Context: an optimization exercise on an open-source flow, tuned for small area, a short achievable clock period and few clock cycles per item. The choices shown serve that exercise and are no tape-out recipe.
Function was checked by simulation only, so behaviour that the tests miss may differ from the original.
Power and IR drop assume default switching activity.

==> flow/design.v <==
module pf_engine (
    input  wire        clk,
    input  wire        rst,
    input  wire        cmd_valid,
    output wire        cmd_ready,
    input  wire [1:0]  cmd_op,
    input  wire [7:0]  cmd_klen,
    input  wire [7:0]  cmd_tlen,
    input  wire        in_valid,
    output wire        in_ready,
    input  wire [7:0]  in_data,
    output wire        out_valid,
    input  wire        out_ready,
    output wire [7:0]  out_data,
    output wire        done,
    output wire [2:0]  err_code,
    output wire [15:0] err_info
);
    localparam OP_ENC = 2'd0, OP_DEC = 2'd1, OP_MAT = 2'd2;
    localparam ERR_NONE = 3'd0, ERR_INVCHAR = 3'd1, ERR_EMPTYKEY = 3'd3,
               ERR_ODDLEN = 3'd4, ERR_BADCMD = 3'd5;
    localparam S_IDLE = 4'd0, S_KEY = 4'd1, S_FILL = 4'd2, S_TXT = 4'd3,
               S_CALC = 4'd4, S_OUT0 = 4'd5, S_OUT1 = 4'd6, S_MOUT = 4'd7,
               S_DONE = 4'd8;
    localparam [5:0] SYM_X = 6'd23;
    function [7:0] to_upper(input [7:0] b);
        to_upper = (b >= 8'h61 && b <= 8'h7a) ? b - 8'h20 : b;
    endfunction
    function is_an36(input [7:0] b);
        is_an36 = (b >= 8'h41 && b <= 8'h5a) || (b >= 8'h30 && b <= 8'h39);
    endfunction
    function [5:0] to_sym(input [7:0] b);
        to_sym = (b >= 8'h41) ? b[5:0] - 6'd1 : b[5:0] - 6'd22;
    endfunction
    function [7:0] to_ascii(input [5:0] s);
        to_ascii = (s < 6'd26) ? 8'h41 + {2'b00, s} : 8'h16 + {2'b00, s};
    endfunction
    function [2:0] inc6(input [2:0] v);
        inc6 = (v == 3'd5) ? 3'd0 : v + 3'd1;
    endfunction
    function [2:0] dec6(input [2:0] v);
        dec6 = (v == 3'd0) ? 3'd5 : v - 3'd1;
    endfunction
    reg [3:0]  state;
    reg [1:0]  op;
    reg [7:0]  klen, tlen;
    reg [7:0]  kcnt;         
    reg [7:0]  tcnt;         
    reg [7:0]  pidx;         
    reg [5:0]  mcnt;         
    reg [2:0]  mrow, mcol;   
    reg [5:0]  fsym;         
    reg        have_a;
    reg [5:0]  a_sym, b_sym;
    reg [7:0]  o0, o1;       
    reg [2:0]  err_r;
    reg [15:0] info_r;
    reg [5:0]  mat   [0:35];
    reg [2:0]  pos_r [0:35];
    reg [2:0]  pos_c [0:35];
    reg [35:0] used;
    wire       dec_dir = (op == OP_DEC);
    wire [2:0] ra = pos_r[a_sym], ca = pos_c[a_sym];
    wire [2:0] rb = pos_r[b_sym], cb = pos_c[b_sym];
    reg  [2:0] ora, oca, orb, ocb;
    always @(*) begin
        if (ra == rb) begin
            ora = ra;
            orb = rb;
            oca = dec_dir ? dec6(ca) : inc6(ca);
            ocb = dec_dir ? dec6(cb) : inc6(cb);
        end else if (ca == cb) begin
            ora = dec_dir ? dec6(ra) : inc6(ra);
            orb = dec_dir ? dec6(rb) : inc6(rb);
            oca = ca;
            ocb = cb;
        end else begin
            ora = ra;
            oca = cb;
            orb = rb;
            ocb = ca;
        end
    end
    wire [5:0] cell0 = ora * 6 + oca;
    wire [5:0] cell1 = orb * 6 + ocb;
    wire [7:0] key_u   = to_upper(in_data);
    wire [7:0] txt_b   = (op == OP_ENC) ? to_upper(in_data) : in_data;
    wire       txt_sp  = (op == OP_ENC) && (txt_b == 8'h20);
    wire       txt_ok  = is_an36(txt_b);
    assign cmd_ready = (state == S_IDLE);
    assign in_ready  = (state == S_KEY && kcnt != klen) ||
                       (state == S_TXT && tcnt != tlen);
    assign out_valid = (state == S_OUT0) || (state == S_OUT1) || (state == S_MOUT);
    assign out_data  = (state == S_OUT0) ? o0 :
                       (state == S_OUT1) ? o1 : to_ascii(mat[mcnt]);
    assign done      = (state == S_DONE);
    assign err_code  = err_r;
    assign err_info  = info_r;
    wire in_fire  = in_valid && in_ready;
    wire out_fire = out_valid && out_ready;
    task append(input [5:0] s);
        begin
            mat[mcnt] <= s;
            pos_r[s]  <= mrow;
            pos_c[s]  <= mcol;
            used[s]   <= 1'b1;
            mcnt      <= mcnt + 6'd1;
            if (mcol == 3'd5) begin
                mcol <= 3'd0;
                mrow <= mrow + 3'd1;
            end else begin
                mcol <= mcol + 3'd1;
            end
        end
    endtask
    always @(posedge clk) begin
        if (rst) begin
            state  <= S_IDLE;
            err_r  <= ERR_NONE;
            info_r <= 16'd0;
        end else begin
            case (state)
            S_IDLE: begin
                if (cmd_valid) begin
                    op     <= cmd_op;
                    klen   <= cmd_klen;
                    tlen   <= cmd_tlen;
                    kcnt   <= 8'd0;
                    tcnt   <= 8'd0;
                    pidx   <= 8'd0;
                    mcnt   <= 6'd0;
                    mrow   <= 3'd0;
                    mcol   <= 3'd0;
                    fsym   <= 6'd0;
                    have_a <= 1'b0;
                    used   <= 36'd0;
                    err_r  <= ERR_NONE;
                    info_r <= 16'd0;
                    if (cmd_op == 2'd3) begin
                        err_r  <= ERR_BADCMD;
                        info_r <= 16'd3;
                        state  <= S_DONE;
                    end else begin
                        state  <= S_KEY;
                    end
                end
            end
            S_KEY: begin
                if (kcnt == klen) begin
                    state <= S_FILL;
                end else if (in_fire) begin
                    kcnt <= kcnt + 8'd1;
                    if (is_an36(key_u) && !used[to_sym(key_u)])
                        append(to_sym(key_u));
                end
            end
            S_FILL: begin
                if (!used[fsym])
                    append(fsym);
                fsym <= fsym + 6'd1;
                if (fsym == 6'd35) begin
                    if (op == OP_MAT) begin
                        mcnt  <= 6'd0;
                        state <= S_MOUT;
                    end else begin
                        state <= S_TXT;
                        if (klen == 8'd0) begin
                            err_r  <= ERR_EMPTYKEY;
                            info_r <= 16'd2;
                        end else if (op == OP_DEC && tlen[0]) begin
                            err_r  <= ERR_ODDLEN;
                            info_r <= {tlen, 8'd0};
                        end
                    end
                end
            end
            S_TXT: begin
                if (tcnt == tlen) begin
                    if (err_r == ERR_NONE && have_a) begin
                        b_sym  <= SYM_X;
                        have_a <= 1'b0;
                        state  <= S_CALC;
                    end else begin
                        state  <= S_DONE;
                    end
                end else if (in_fire) begin
                    tcnt <= tcnt + 8'd1;
                    if (err_r == ERR_NONE && !txt_sp) begin
                        pidx <= pidx + 8'd1;
                        if (!txt_ok) begin
                            err_r  <= ERR_INVCHAR;
                            info_r <= {pidx, txt_b};
                        end else if (!have_a) begin
                            a_sym  <= to_sym(txt_b);
                            have_a <= 1'b1;
                        end else begin
                            b_sym  <= to_sym(txt_b);
                            have_a <= 1'b0;
                            state  <= S_CALC;
                        end
                    end
                end
            end
            S_CALC: begin
                o0    <= to_ascii(mat[cell0]);
                o1    <= to_ascii(mat[cell1]);
                state <= S_OUT0;
            end
            S_OUT0: if (out_fire) state <= S_OUT1;
            S_OUT1: if (out_fire) state <= S_TXT;
            S_MOUT: begin
                if (out_fire) begin
                    mcnt <= mcnt + 6'd1;
                    if (mcnt == 6'd35)
                        state <= S_DONE;
                end
            end
            S_DONE: state <= S_IDLE;
            default: state <= S_IDLE;
            endcase
        end
    end
endmodule
==> flow/run.sh <==
#!/bin/bash
# synth_recipe.tcl (not shown) runs the flow's synth.tcl, then flattens the netlist and writes it again
# the make line also repeats each setting of config.mk as NAME=value (left out here)
make -C /OpenROAD-flow-scripts/flow DESIGN_CONFIG=/design/flow/config.mk WORK_HOME=/design/flow/orfs CLKGATE_MAP_FILE= SYNTH_SCRIPT=/design/flow/synth_recipe.tcl finish
==> flow/config.mk <==
export PLATFORM = sky130hd
export DESIGN_NAME = pf_engine
export DESIGN_NICKNAME = pf_engine
export VERILOG_FILES = /design/flow/design.v
export SDC_FILE = /design/flow/constraint.sdc
export NUM_CORES = 4
export LEC_CHECK = 0
export CAP_MARGIN = 20
export CORE_MARGIN = 2
export CORE_UTILIZATION = 40
export SLEW_MARGIN = 20
==> flow/constraint.sdc <==
create_clock -name core_clock -period 10.0 [get_ports {clk}]
set_input_delay 2.0000 -clock core_clock [delete_from_list [all_inputs] [get_ports {clk}]]
set_output_delay 2.0000 -clock core_clock [all_outputs]
set_load 0.01 [all_outputs]
==> results.txt <==
==> power breakdown <==
group	internal, mW	switching, mW
Clock	1.58	1.08
Combinational	0.952	1.36
Sequential	3.07	0.339
==> cell families (layout without fill, tap and decap cells) <==
kind of cell / after synthesis / count (layout)
other: 1 / 3
AND/OR/NAND/NOR: 857 / 857
XOR/XNOR: 79 / 79
multiplexers: 417 / 417
buffers and inverters: 235 / 330
flip-flops: 598 / 598
AO/OA/AOI/OAI: 642 / 642
adder cells (fa/ha/maj): 49 / 49
==> state kept, by name, summed over array words and instances (netlist names), 16 cells and up, named ones only <==
| name | count |
|---|---|
| used | 36 |
| pos_c | 108 |
| mat | 216 |
| info_r | 16 |
| pos_r | 108 |
==> how the worst max path moves through the flow <==
stage / startpoint / end / slack (ns) / cells past startpoint
6_report: register / o0[5] / 0.84 / 30
5_1_grt: register / o0[3] / 0.22 / 31
4_1_cts: register / o0[3] / 1.11 / 31
3_5_place_dp: register / o0[3] / 1.16 / 31
3_3_place_gp: register / o0[5] / 1.23 / 29
2_1_floorplan: in_data[0] / mcol[0] / 2.09 / 17
==> layout make-up <==
type                    instances  area (sq um)
clock buffers                  89          1924
diodes                          1         2.502
inverters                      54         202.7
fillers                      7860         47390
clock inverters                37         441.7
multi-input cells            2046         16230
repair buffers                150          1279
flip-flops and latches        598         17570
well taps                    1155          1445
==> worst reg2reg max path, delay by kind of cell, from the launching register on <==
family	cells	cell delay, ns
buf+inv	3	0.62
simple gates	13	3.37
xor+xnor	2	0.78
compound gates	8	2.04
fa+ha+maj	3	1.00
mux	1	0.16
flops	1	0.98
==> cell usage in the layout (no fill, tap or decap), types with 27 or more instances in the layout <==
master / n
o221ai_1: 28
mux2i_1: 252
a22oi_1: 28
xor2_1: 48
edfxtp_1: 557
a22o_1: 42
a221oi_1: 48
clkbuf_16: 71
nor3_1: 49
a21oi_1: 110
nand3_1: 73
ha_1: 44
inv_1: 52
mux4_2: 135
clkdlybuf4s50_1: 61
o21ai_0: 84
o22ai_1: 73
buf_4: 89
nand2b_1: 32
dfxtp_1: 34
nor2_1: 301
nand2_1: 212
mux2_2: 27
==> metal layers <==
metal	global-route usage	vias to the layer above	part of all wire
li1	-	11400	-
met3	0.06965	349	0.11
met4	0.1015	6	0.040
met2	0.4059	1707	0.45
met5	0	-	0.00029
met1	0.3537	13300	0.40
==> stage by stage <==
step                      hold slack, ns  power, mW  setup WS (ns)  cells
after floorplan                   0.4155      4.813          2.089   2879
after global placement            0.4242      5.687          1.230   4003
after detailed placement          0.4364      5.731          1.157   4003
after CTS                         0.4372      8.388          1.106   4129
after global routing              0.4565      8.713         0.2183   4129
final                             0.4444      8.387         0.8387   4130
==> summary.txt <==
Detailed routing
  – Final WL: 119200 um
  – DR vias: roughly 27000
  – ANT nets after route: 0
  – Drt via density: roughly 6.5
  – DRT Pass-1 Iters: 6
  – Iter 0 DRT Violations: 4165
  – Avg WL per Cell: just under 30 um
  – Residual DRC count: 0

Floorplan
  – CORE AREA: 86480 sq um
  – Initial core utilization: 0.4023
  – Die W: ~300 um
  – Die Height: between 200 and 300 um
  – Std cell rows: approximately 110
  – IO Pins: 62
  – Die area: roughly 90000 sq um

Placement
  – Dpl hpwl: roughly 84000 um
  – Placed Area: 36710 sq um
  – Final RePlAce weighted congestion: about 1.0
  – Buffers on Ports: just over 60

Critical path
  – CP Max Fanout: 61
  – CP Launch Type: register
  – Delay-heaviest family, CP: simple AND/OR/NAND/NOR gates
  – R2R cell count: 30
  – Worst stage delay on the critical path: 0.98 ns
  – Crit Reg-Reg Endpoint: o0[5]
  – Worst EP arrival: 9.57 ns
  – Worst Path Required: 10.41 ns
  – Crit. End Element: register
  – CP Buf/Inv Count: 3
  – Reg2reg setup slack: approximately 0.84 ns
  – Setup Crit Path Kind: reg -> reg
  – Cell mode on critical path: nor2_1
  – CP max-delay cell: dfxtp_4

Clock tree
  – CTS max path bufs: 3
  – Skew-Pair Late Insertion Delay: 0.63 ns
  – Cts bufs inserted: 68
  – CTS Root Cell: clkbuf_16
  – Hold-fix buffers, CTS: 0
  – CTS tree: yes
  – CTS clk-pin slew, worst paths: ~0.060 ns
  – CTS resizes: 0
  – Clock sinks: 598
  – Htree depth: 3
  – Post-CTS Setup Inserts: 0

Synth
  – Top cells by instance count after synthesis: edfxtp_1, nor2_1, mux2i_1, nand2_1, mux4_2
  – Multiplexer share of the synthesized area: 0.1697
  – Syn Inst Count: ~2900
  – Synth Area in Adders: 0.01848
  – Post-synthesis cell type count: between 100 and 150
  – Area leader, netlist: edfxtp_1
  – Xor and xnor area share after synthesis: 0.02215
  – Simple-Gate Fraction of Synth Area: 0.1171
  – Top cell type's share of synthesized area: 0.4807
  – Post-synthesis compound-gate area fraction: 0.1353
  – Synth Area per Inst: between 10 and 15 sq um
  – Post-synth EDFFs: around 560
  – Synth top area cells: edfxtp_1, mux4_2, mux2i_1
  – Synth warn: 1
  – Yosys reg bits: around 600
  – Dominant synthesized flop cell: edfxtp_1
  – Register area share after synthesis: 0.5043
  – Async set or reset register ratio after synthesis: 0
  – Synthesized area: ~35000 sq um
  – Largest family of logic cells by synthesized area: multiplexers
  – Count leader, synth: edfxtp_1

Min path
  – Hold_sp: a_sym[3]
  – Worst hold path type: reg -> reg
  – Hold Path Stages: 2

Timing
  – Final min period: between 9 and 10 ns
  – Final Cycle Share: 0.9161
  – Final Hold Fails: 0
  – Relative slew slack: 0.1994
  – Setup Skew: approximately 0.023 ns
  – Fmax: between 100 and 150 MHz
  – Slew Limit Fails: 0
  – Final setup TNS: 0 ns
  – Final setup viols: 0
  – Slew @ Worst Pin: about 1.2 ns
  – Unrepaired setup endpoints after global routing: false

Pwr
  – Static leakage: 13.38 nW
  – Peak supply drop: slightly above 0.3 mV
  – Power per Cell Area: between 200 and 250 nW/um^2

Global routing
  – GR Util All Layers: 0.2627
  – Global-route wire length before repair: around 180000 um
  – Largest net degree at the start of global routing: between 60 and 70
  – GR Overflow Total: 0
  – Vias in the first global route: roughly 26000
  – Initial antenna violation count: 3

Layout
  – Area growth from synthesis to layout: 12.37%
  – Final Util: 0.4521
  – Layout net count: approximately 3000
  – Share of layout cells above drive strength 1: 0.1503
  – Design area: between 30000 and 40000 sq um

Job
  – Max Cap Viol: 0

Run status
  – Status: timing/DRC/antenna clean
Testbench counts, summed over its fixed seeds: cycles 62,110, bytes 24,035.

re-timing with driven ports:
The results above use ideal ports. As a check the final layout listed here was re-extracted and re-timed, cells and wires unchanged. Step 1 sets driving cells, clkbuf_16 on the clock port and buf_2 on the other inputs (assumed; they add their load-dependent delay and slew). Step 2 adds t to the input delays and takes it off the output delays; t is the mean of the earliest and latest rising clock arrival at the registers after step 1. Input paths then give back, and output paths get back, about the clock's delay inside the block. Three values: no drivers, after step 1, after step 2; two values: the first two.
shift t [ns]: 0.684
setup slack, ns: 0.839 / 0.839 / 0.839
worst register clock-pin slew, ns: 0.07 / 0.07
worst data-port slew with drivers (ns): 0.06
After both steps this run still meets setup and hold. For this run, drivers alone change the setup slack by 0.000 ns; drivers and shift together by 0.000 ns.
